This is an optimization exercise on Yosys and OpenROAD, whose aim is small area, a short achievable clock period and few clock cycles per item, not a production implementation.
Where RTL was checked, it was by simulation tests only, not by an equivalence proof against the original.
No activity file was given, so power comes from the tool's default toggle rates.

Setup of red:
## qspi_lmx_xpose
module qspi_lmx_xpose (
    input  wire        clk,
    input  wire        rst,
    input  wire        cfg_we,
    input  wire [4:0]  cfg_addr,
    input  wire [31:0] cfg_wdata,
    input  wire        start,
    output wire        busy,
    output reg         done,
    output reg  [14:0] xfer_len,
    output reg         warn_clamped,
    output reg         warn_mismatch,
    output reg         warn_all_empty,
    output reg         mem_req_valid,
    input  wire        mem_req_ready,
    output reg  [29:0] mem_req_addr,
    input  wire        mem_rsp_valid,
    input  wire [31:0] mem_rsp_data,
    output reg         out_valid,
    input  wire        out_ready,
    output reg  [31:0] out_data
);
Settings: LEC_CHECK=0, CAP_MARGIN=20, CORE_MARGIN=2, CORE_UTILIZATION=60, CTS_BUF_LIST=sky130_fd_sc_hd__clkbuf_4 sky130_fd_sc_hd__clkbuf_8, CTS_CLUSTER_SIZE=30, SLEW_MARGIN=20; clock period 13.5 ns.
standard.sh (not shown) runs the stock make flow with config.mk's settings and CLKGATE_MAP_FILE= SYNTH_SCRIPT=/design/flow/synth_recipe.tcl, a recipe that flattens the netlist after the stock synthesis.
==> flow/flow/run.sh <==
#!/bin/bash
# Standard ORFS layout, with faster port buffers and timing repair aimed
# well below the clock period.
set -euo pipefail
bash standard.sh SETUP_SLACK_MARGIN=9 "BUFFER_PORTS_ARGS=-buffer_cell sky130_fd_sc_hd__buf_4" finish > flow_make.log 2>&1
In summary, red completed successfully, with a layout that passed the timing, DRC and antenna checks.
Testbench counts of red, summed over its fixed seeds: cycles 9,555, items 7,883.
Inputs modified between red and blue:
--- a/flow/design.v
+++ b/flow/design.v
@@ -129,14 +129,15 @@
     reg [31:0] slot0 [0:3];
     reg [31:0] slot1 [0:3];
     reg [3:0]  sv0, sv1, swp, srp;
     reg [1:0]  bsel [0:3];
     reg [1:0]  alloc [0:3];    
     reg [7:0]  stash [0:3];    
     reg [3:0]  stv;            
+    reg [3:0]  snp;            
     reg        scan_act;
     reg [15:0] sr;             
     reg        slast;          
     reg [1:0]  sl;
     reg [1:0]  slane;
     wire [1:0]  sl_nx   = (sl == nlast) ? 2'd0 : sl + 2'd1;
     wire [1:0]  lane_nx = perm[2*sl_nx +: 2];
@@ -164,15 +165,15 @@
     wire b_go   = b_v & room[b_lane] & (~mem_req_valid | mem_req_ready)
                   & ((tcnt + {2'd0, mem_req_valid}) <= 3'd3);
     wire a_step = scan_act & ~init2 & (~b_v | b_go);
     wire [1:0] rsp_lane = tq[tr];
     reg  [3:0] early;
     always @(*) begin
         for (j = 0; j < 4; j = j + 1)
-            early[j] = (swp[j] ? sv1[j] : sv0[j]) & ~pop[j];
+            early[j] = swp[j] ? sv1[j] : sv0[j];
     end
     reg [3:0]  hv;
     reg [3:0]  pop;
     reg [7:0]  lbyte [0:3];
     reg [7:0]  pbyte [0:3];
     reg [31:0] hw;
     reg        all_rdy;
@@ -307,22 +308,27 @@
                 tw     <= tw + 2'd1;
             end
             if (mem_rsp_valid)
                 tr <= tr + 2'd1;
             tcnt <= tcnt + {2'd0, c_acc} - {2'd0, mem_rsp_valid};
             for (j = 0; j < 4; j = j + 1) begin
                 alloc[j] <= alloc[j] + {1'b0, b_go & (b_lane == j[1:0])} - {1'b0, pop[j]};
+                if (stv[j] & ~snp[j])
+                    stv[j] <= 1'b0;
                 if (mem_rsp_valid & (rsp_lane == j[1:0])) begin
                     swp[j] <= ~swp[j];
                     if (swp[j]) sv1[j] <= 1'b1; else sv0[j] <= 1'b1;
-                    if (early[j]) stv[j] <= 1'b1;
+                    if (early[j]) begin
+                        stv[j] <= 1'b1;
+                        snp[j] <= ~pop[j];
+                    end
                 end
                 if (pop[j]) begin
                     srp[j] <= ~srp[j];
-                    stv[j] <= 1'b0;
+                    if (stv[j]) snp[j] <= 1'b0;
                     if (~stv[j] & ~(mem_rsp_valid & (rsp_lane == j[1:0]) & (swp[j] == srp[j]))) begin
                         if (srp[j]) sv1[j] <= 1'b0; else sv0[j] <= 1'b0;
                     end
                 end
             end
             if (load) begin
                 out_valid <= 1'b1;
@@ -381,12 +387,12 @@
             out_data <= wnext;
         for (j = 0; j < 4; j = j + 1) begin
             if (mem_rsp_valid & (rsp_lane == j[1:0]) & ~swp[j]) slot0[j][23:0] <= mem_rsp_data[23:0];
             if (mem_rsp_valid & (rsp_lane == j[1:0]) &  swp[j]) slot1[j][23:0] <= mem_rsp_data[23:0];
             if (mem_rsp_valid & (rsp_lane == j[1:0]) & ~swp[j] & ~early[j]) slot0[j][31:24] <= mem_rsp_data[31:24];
             if (mem_rsp_valid & (rsp_lane == j[1:0]) &  swp[j] & ~early[j]) slot1[j][31:24] <= mem_rsp_data[31:24];
             if (mem_rsp_valid & (rsp_lane == j[1:0]) & early[j]) stash[j] <= mem_rsp_data[31:24];
-            if (pop[j] & stv[j] & ~srp[j]) slot0[j][31:24] <= stash[j];
-            if (pop[j] & stv[j] &  srp[j]) slot1[j][31:24] <= stash[j];
+            if (stv[j] & ~snp[j] &  srp[j]) slot0[j][31:24] <= stash[j];
+            if (stv[j] & ~snp[j] & ~srp[j]) slot1[j][31:24] <= stash[j];
         end
     end
 endmodule
Notes after the runs:
- Number of global-route vias before repair ends up lower on red.
- For final cell count without fillers, blue and red come out practically identical.
- Re met1 usage: red and blue aren't equal, and the higher value belongs to red.
- The amount of wire on met2 after detailed routing in blue is 1.08 times that in red.
- Summary of blue over red: number of nets at the end of the flow essentially unchanged, sequential cell count increased 0.41%, ratio of final minimum period to clock period increased 0.78 points, largest net degree at the start of global routing increased 2.9%.
- Measured against each other, red and blue differ in effective utilization at floorplan, the higher figure coming from red.
The RTL of blue was laid out without a check of its function.

---

job 5906:
Another version of the RTL of qspi_lmx_xpose (not shown whole).
For scale: roughly 3700 cells after synthesis, about 980 flip-flops, ~160 I/O pins.
## qspi_lmx_xpose
module qspi_lmx_xpose (
    input  wire        clk,
    input  wire        rst,
    input  wire        cfg_we,
    input  wire [4:0]  cfg_addr,
    input  wire [31:0] cfg_wdata,
    input  wire        start,
    output wire        busy,
    output reg         done,
    output reg  [14:0] xfer_len,
    output reg         warn_clamped,
    output reg         warn_mismatch,
    output reg         warn_all_empty,
    output reg         mem_req_valid,
    input  wire        mem_req_ready,
    output reg  [29:0] mem_req_addr,
    input  wire        mem_rsp_valid,
    input  wire [31:0] mem_rsp_data,
    output reg         out_valid,
    input  wire        out_ready,
    output reg  [31:0] out_data
);
Settings: LEC_CHECK=0, CAP_MARGIN=20, CORE_MARGIN=2, CORE_UTILIZATION=60, CTS_BUF_LIST=sky130_fd_sc_hd__clkbuf_4 sky130_fd_sc_hd__clkbuf_8, CTS_CLUSTER_SIZE=30, SLEW_MARGIN=20; clock period 13.5 ns.
Scripts as last shown in full above: flow/flow/run.sh
Changes in job 8921 relative to job 5906:
diff --git a/flow/design.v b/flow/design.v
--- a/flow/design.v
+++ b/flow/design.v
@@ -152,31 +152,28 @@
     reg [1:0]  b_lane;
     reg [12:0] b_d;
     reg  [3:0]  pfm;
     wire        pf_v    = |pfm;
     wire [1:0]  pf_lane = pfm[0] ? 2'd0 : pfm[1] ? 2'd1 : pfm[2] ? 2'd2 : 2'd3;
     wire [1:0]  c_nlane = pf_v ? pf_lane : b_lane;
     wire [29:0] b_addr  = lane_ptr[c_nlane][31:2] + {17'd0, b_d & {13{~pf_v}}};
-    wire [1:0]  f_lane  = el[0] ? 2'd0 : el[1] ? 2'd1 : el[2] ? 2'd2 : 2'd3;
-    wire        f_go    = start_acc & (|el);
     reg [1:0]  c_lane;
     reg [1:0]  tq [0:3];
     reg [1:0]  tw, tr;
     reg [2:0]  tcnt;
     wire c_acc  = mem_req_valid & mem_req_ready;
     reg  [3:0] room;
     always @(*) begin
         for (j = 0; j < 4; j = j + 1)
             room[j] = ~alloc[j][1] | (~alloc[j][0] & ~stv[j] & idata[j] & (bsel[j] == 2'd3));
     end
     wire c_can  = (~mem_req_valid | mem_req_ready) & ((tcnt + {2'd0, mem_req_valid}) <= 3'd3);
     wire pf_go  = pf_v & c_can;
     wire b_go   = b_v & room[b_lane] & c_can & ~pf_v;
     wire c_load = pf_go | b_go;
-    wire [1:0] c_alane = start_acc ? f_lane : c_nlane;
     wire a_step = scan_act & ~init2 & (~b_v | b_go);
     wire [1:0] rsp_lane = tq[tr];
     reg  [3:0] early;
     always @(*) begin
         for (j = 0; j < 4; j = j + 1)
             early[j] = swp[j] ? sv1[j] : sv0[j];
     end
@@ -303,40 +300,34 @@
             if (a_step) begin
                 b_v    <= a_ok;
                 b_lane <= slane;
                 b_d    <= a_diff[14:2];
             end else if (b_go) begin
                 b_v    <= 1'b0;
             end
-            if (start_acc) begin
-                pfm         <= el;
-                pfm[f_lane] <= 1'b0;
-            end else if (pf_go) begin
+            if (start_acc)
+                pfm <= el;
+            else if (pf_go)
                 pfm[pf_lane] <= 1'b0;
-            end
-            if (f_go) begin
-                mem_req_valid <= 1'b1;
-                mem_req_addr  <= lane_ptr[f_lane][31:2];
-                c_lane        <= f_lane;
-            end else if (c_load) begin
+            if (c_load) begin
                 mem_req_valid <= 1'b1;
                 mem_req_addr  <= b_addr;
                 c_lane        <= c_nlane;
             end else if (c_acc) begin
                 mem_req_valid <= 1'b0;
             end
             if (c_acc) begin
                 tq[tw] <= c_lane;
                 tw     <= tw + 2'd1;
             end
             if (mem_rsp_valid)
                 tr <= tr + 2'd1;
             tcnt <= tcnt + {2'd0, c_acc} - {2'd0, mem_rsp_valid};
             for (j = 0; j < 4; j = j + 1) begin
-                alloc[j] <= alloc[j] + {1'b0, (f_go | c_load) & (c_alane == j[1:0])} - {1'b0, pop[j]};
+                alloc[j] <= alloc[j] + {1'b0, c_load & (c_nlane == j[1:0])} - {1'b0, pop[j]};
                 if (stv[j] & ~snp[j])
                     stv[j] <= 1'b0;
                 if (mem_rsp_valid & (rsp_lane == j[1:0])) begin
                     swp[j] <= ~swp[j];
                     if (swp[j]) sv1[j] <= 1'b1; else sv0[j] <= 1'b1;
                     if (early[j]) begin
                         stv[j] <= 1'b1;
Notes after the runs:
Comparing job 5906 and job 8921, the lower clock skew was measured on job 5906. Changes observed in job 8921 relative to job 5906: power moved down; die area shrank by about 2%. Critical path depth: job 8921 vs job 5906 up 2. Changes observed in job 8921 relative to job 5906: power share of the combinational group shows a reduction of 0.3 points, area added between synthesis and finish shows a reduction of 0.72 points, fmax shows an increase of about 0.37%. From job 5906 to job 8921 the numbers moved as follows: wire length of the first global-routing pass fell 5.7 mm; total leakage power fell about 1.6%. NOTE: clock-buffer cell count in job 8921 falls short of that of job 5906. Number of global-route vias before repair shrinks by a few percent when moving from job 5906 to job 8921. Taking job 5906 as the reference point, the fraction of standard cell area in multi-input logic of job 8921 falls by 0.83 points. Looking at largest net degree at the start of global routing, job 8921 sits 4 below job 5906. [job 8921] final area fell 0.0015 mm² relative to job 5906.
No functional check of the RTL was part of any run of this note.

-- what the ideal ports hide --
How much do the figures lean on ideal ports? The routed layouts below were timed once more, with nothing changed but the port constraints. Step 1 assumes that a clkbuf_16 drives the clock port and a buf_2 every other input. Step 2 times the ports against the registers' clock, not the clock port: input delays grow and output delays shrink by t, the midpoint of the rising clock arrivals with the driver on. Slacks: ideal / step 1 / step 2; pairs: ideal / step 1.
run | shift t [ns] | slack for setup (ns) | hold WS [ns] | latest minus earliest clock arrival (ns) | pins driven straight from the clock port
red | 0.885 | 9.092 / 9.092 / 8.293 | 0.453 / 0.453 / 0.453 | 0.062 / 0.061 | 1
blue | 0.886 | 8.986 / 8.986 / 8.304 | 0.457 / 0.457 / 0.457 | 0.080 / 0.080 | 1
job 5906 | 0.886 | 8.999 / 8.968 / 8.344 | 0.498 / 0.498 / 0.498 | 0.052 / 0.052 | 1
job 8921 | 0.883 | 9.015 / 9.015 / 8.243 | 0.499 / 0.499 / 0.499 | 0.074 / 0.074 | 1
After both steps setup and hold are still met in every run listed. For red, which loses most, drivers alone change the setup slack by 0.000 ns; drivers and shift together by -0.799 ns.
